Source: an optimization exercise on an open RTL-to-GDS flow (aim: small area and a short achievable clock period). Production flows keep margins and buffers that such runs may drop. Power figures rest on the tool's default switching activity, not on a simulated workload.

==> flow/design.v <==
module f007th_core (
    input  wire        clk,
    input  wire        rst,
    input  wire        rx,
    output reg         o_valid,
    output reg  [2:0]  o_err,
    output reg  [7:0]  o_dev,
    output reg  [3:0]  o_ch,
    output reg         o_batt,
    output reg  [11:0] o_tcode,
    output reg  [7:0]  o_hum
);
    localparam [1:0] PH_SEARCH = 2'd0;
    localparam [1:0] PH_SHORT  = 2'd1;
    localparam [1:0] PH_LONG   = 2'd2;
    localparam integer NSLOT = 256;
    localparam integer WW    = 18;
    reg [1:0] ph;
    reg [3:0] tmr;
    reg       exp_lvl;
    reg [3:0] hdr;
    reg       fz;
    reg [2:0] nbits;
    reg [2:0] nbytes;
    wire match    = (rx == exp_lvl);
    wire tmr_last = (tmr == 4'd1);
    wire hchk     = (ph == PH_LONG) && tmr_last;
    wire exp_new  = exp_lvl ^ match;
    wire bit_val  = exp_new;
    wire hdr_ok   = (hdr >= 4'd10);
    wire hdr_hit  = hchk && !fz && bit_val;
    wire hdr_err  = hchk && !fz && !bit_val && !hdr_ok;
    wire emit     = hchk && (fz || (!bit_val && hdr_ok));
    wire byte_done = emit && (nbits == 3'd7);
    wire frame     = hchk && fz && (nbits == 3'd7) && (nbytes == 3'd5);
    wire qchk_fail = (ph == PH_SHORT) && tmr_last && !match;
    wire restart   = qchk_fail || hdr_err || frame || (ph == 2'b11);
    always @(posedge clk) begin
        if (rst || restart) begin
            ph      <= PH_SEARCH;
            tmr     <= 4'd0;
            exp_lvl <= 1'b1;
            hdr     <= 4'd0;
            fz      <= 1'b0;
            nbits   <= 3'd6;
            nbytes  <= 3'd0;
        end else begin
            case (ph)
                PH_SEARCH: begin
                    if (match) begin
                        ph  <= PH_SHORT;
                        tmr <= 4'd4;
                    end
                end
                PH_SHORT: begin
                    if (!tmr_last) begin
                        tmr <= tmr - 1'b1;
                    end else begin
                        ph  <= PH_LONG;
                        tmr <= 4'd8;
                    end
                end
                PH_LONG: begin
                    if (!tmr_last) begin
                        tmr <= tmr - 1'b1;
                    end else begin
                        ph      <= PH_SEARCH;
                        tmr     <= 4'd0;
                        exp_lvl <= exp_new;
                        if (hdr_hit && !hdr_ok)
                            hdr <= hdr + 4'd1;
                        if (emit)
                            fz <= 1'b1;
                        if (emit) begin
                            if (byte_done) begin
                                nbits  <= 3'd0;
                                nbytes <= nbytes + 3'd1;
                            end else begin
                                nbits  <= nbits + 3'd1;
                            end
                        end
                    end
                end
                default: ;
            endcase
        end
    end
    reg [31:0] d;
    always @(posedge clk)
        if (emit && (nbytes < 3'd5))
            d <= {d[30:0], bit_val};
    wire [7:0]  f_dev   = d[31:24];
    wire        f_batt  = d[23];
    wire [2:0]  f_chraw = d[22:20];
    wire [11:0] f_tcode = d[19:8];
    wire [7:0]  f_hum   = d[7:0];
    reg  [7:0] slot;
    wire [7:0] k_dev = d[15:8];
    reg  [7:0] k_a, k_b;
    reg        k_sub;
    always @(*) begin
        k_sub = 1'b0;
        case (d[6:4])
            3'd0: begin k_a = k_dev;      k_b = 8'd0;        end   
            3'd1: begin k_a = k_dev << 1; k_b = 8'd0;        end   
            3'd2: begin k_a = k_dev << 1; k_b = k_dev;       end   
            3'd3: begin k_a = k_dev << 2; k_b = 8'd0;        end   
            3'd4: begin k_a = k_dev << 2; k_b = k_dev;       end   
            3'd5: begin k_a = k_dev << 2; k_b = k_dev << 1;  end   
            3'd6: begin k_a = k_dev << 3; k_b = k_dev; k_sub = 1'b1; end   
            default: begin k_a = k_dev << 3; k_b = 8'd0;     end   
        endcase
    end
    wire [7:0] key = k_sub ? (k_a - k_b) : (k_a + k_b);
    always @(posedge clk)
        if (nbytes == 3'd3 && nbits == 3'd0)
            slot <= key;
    reg [NSLOT*WW-1:0] ring;
    reg [7:0]          ptr;
    reg                clr;
    reg                wbp;       
    reg [WW-1:0]       h;         
    reg           hit;       
    wire [WW-1:0] rout = ring[NSLOT*WW-1 -: WW];
    wire [WW-1:0] rin  = clr ? {WW{1'b0}} : ((wbp && hit) ? h : rout);
    always @(posedge clk)
        ring <= {ring[NSLOT*WW-WW-1:0], rin};
    always @(posedge clk) begin
        if (rst) begin
            ptr <= 8'd0;
            clr <= 1'b1;
        end else begin
            ptr <= ptr + 8'd1;
            if (ptr == 8'd255)
                clr <= 1'b0;
        end
    end
    always @(posedge clk)
        hit <= ((rst ? 8'd0 : ptr + 8'd1) == slot);
    wire [10:0] s_tcode = h[17:7];
    wire [6:0]  s_hum   = h[6:0];
    wire        s_set   = (s_tcode != 11'd0);
    wire [10:0] t_diff = (f_tcode[10:0] >= s_tcode) ? (f_tcode[10:0] - s_tcode)
                                                    : (s_tcode - f_tcode[10:0]);
    wire [6:0]  h_diff = (f_hum[6:0] >= s_hum) ? (f_hum[6:0] - s_hum)
                                               : (s_hum - f_hum[6:0]);
    wire chk_id = (f_dev != 8'd0);
    wire chk_tr = (f_tcode >= 12'd181) && (f_tcode <= 12'd1619);
    wire chk_hr = (f_hum < 8'd100);
    wire chk_tj = !s_set || (t_diff <= 11'd72);
    wire chk_hj = !s_set || (h_diff <= 7'd4);
    reg [2:0] verdict;
    always @(posedge clk) begin
        if (!chk_id)      verdict <= 3'd1;
        else if (!chk_tr) verdict <= 3'd2;
        else if (!chk_hr) verdict <= 3'd3;
        else if (!chk_tj) verdict <= 3'd4;
        else if (!chk_hj) verdict <= 3'd5;
        else              verdict <= 3'd0;
    end
    wire accept = frame && (verdict == 3'd0);
    always @(posedge clk) begin
        if (accept)
            h <= {f_tcode[10:0], f_hum[6:0]};
        else if (hit && !wbp)
            h <= rout;
    end
    always @(posedge clk) begin
        if (rst)
            wbp <= 1'b0;
        else if (accept)
            wbp <= 1'b1;
        else if (hit)
            wbp <= 1'b0;
    end
    always @(posedge clk) begin
        o_valid <= !rst && frame;
        o_err   <= verdict;
        o_dev   <= f_dev;
        o_ch    <= {1'b0, f_chraw} + 4'd1;
        o_batt  <= f_batt;
        o_tcode <= f_tcode;
        o_hum   <= f_hum;
    end
endmodule
export LEC_CHECK = 0
export ABC_CLOCK_PERIOD_IN_PS = 2500
export CAP_MARGIN = 20
export CORE_MARGIN = 2
export CORE_UTILIZATION = 65
export CTS_BUF_LIST = sky130_fd_sc_hd__clkbuf_8
export CTS_CLUSTER_DIAMETER = 45
export CTS_CLUSTER_SIZE = 20
export PLACE_DENSITY = 0.75
export SLEW_MARGIN = 20
create_clock -name core_clock -period 12.0 [get_ports {clk}]
run.sh (not shown) runs the stock make flow with config.mk's settings and CLKGATE_MAP_FILE= SYNTH_SCRIPT=/design/flow/synth_recipe.tcl, a recipe that flattens the netlist after the stock synthesis.
Change:
--- a/flow/design.v
+++ b/flow/design.v
@@ -94,25 +94,9 @@
     wire [2:0]  f_chraw = d[22:20];
     wire [11:0] f_tcode = d[19:8];
     wire [7:0]  f_hum   = d[7:0];
     reg  [7:0] slot;
-    wire [7:0] k_dev = d[15:8];
-    reg  [7:0] k_a, k_b;
-    reg        k_sub;
-    always @(*) begin
-        k_sub = 1'b0;
-        case (d[6:4])
-            3'd0: begin k_a = k_dev;      k_b = 8'd0;        end   
-            3'd1: begin k_a = k_dev << 1; k_b = 8'd0;        end   
-            3'd2: begin k_a = k_dev << 1; k_b = k_dev;       end   
-            3'd3: begin k_a = k_dev << 2; k_b = 8'd0;        end   
-            3'd4: begin k_a = k_dev << 2; k_b = k_dev;       end   
-            3'd5: begin k_a = k_dev << 2; k_b = k_dev << 1;  end   
-            3'd6: begin k_a = k_dev << 3; k_b = k_dev; k_sub = 1'b1; end   
-            default: begin k_a = k_dev << 3; k_b = 8'd0;     end   
-        endcase
-    end
-    wire [7:0] key = k_sub ? (k_a - k_b) : (k_a + k_b);
+    wire [7:0] key = d[15:8] * ({1'b0, d[6:4]} + 4'd1);
     always @(posedge clk)
         if (nbytes == 3'd3 && nbits == 3'd0)
             slot <= key;
     reg [NSLOT*WW-1:0] ring;
Outcome: Design area hardly moves. Clock power is higher by about 2%. First-iteration DRC count drops by 9.5%. Hold slack hardly moves. Synthesized area goes down by 0.35%.
No functional check of the RTL was part of any run of this note.

-- what the ideal ports hide --
The flow's constraints put no driver on any port. The routed layouts listed below were extracted and timed again, unchanged, in two steps.
Step 1 (the two cells are an assumption about what drives the block):
set clk [get_ports {clk}]
set_driving_cell -lib_cell sky130_fd_sc_hd__clkbuf_16 $clk
set_driving_cell -lib_cell sky130_fd_sc_hd__buf_2 [delete_from_list [all_inputs] $clk]
Step 2 also shifts input and output timing later by t, the mid clock arrival at the registers, as if the neighbouring blocks saw the same clock.
Three values: no drivers, after step 1, after step 2; two values: the first two.
| run | t (ns) | slack for setup (ns) | worst setup path at the end |
|---|---|---|---|
| the first run | 1.049 | 7.606 / 7.534 / 7.439 | input to register |
| the second run | 1.015 | 7.687 / 7.617 / 7.647 | input to register |
After both steps every run listed still meets setup and hold. The setup slack of the first run, which loses most, moves by -0.072 ns with the drivers and by -0.167 ns with both steps.
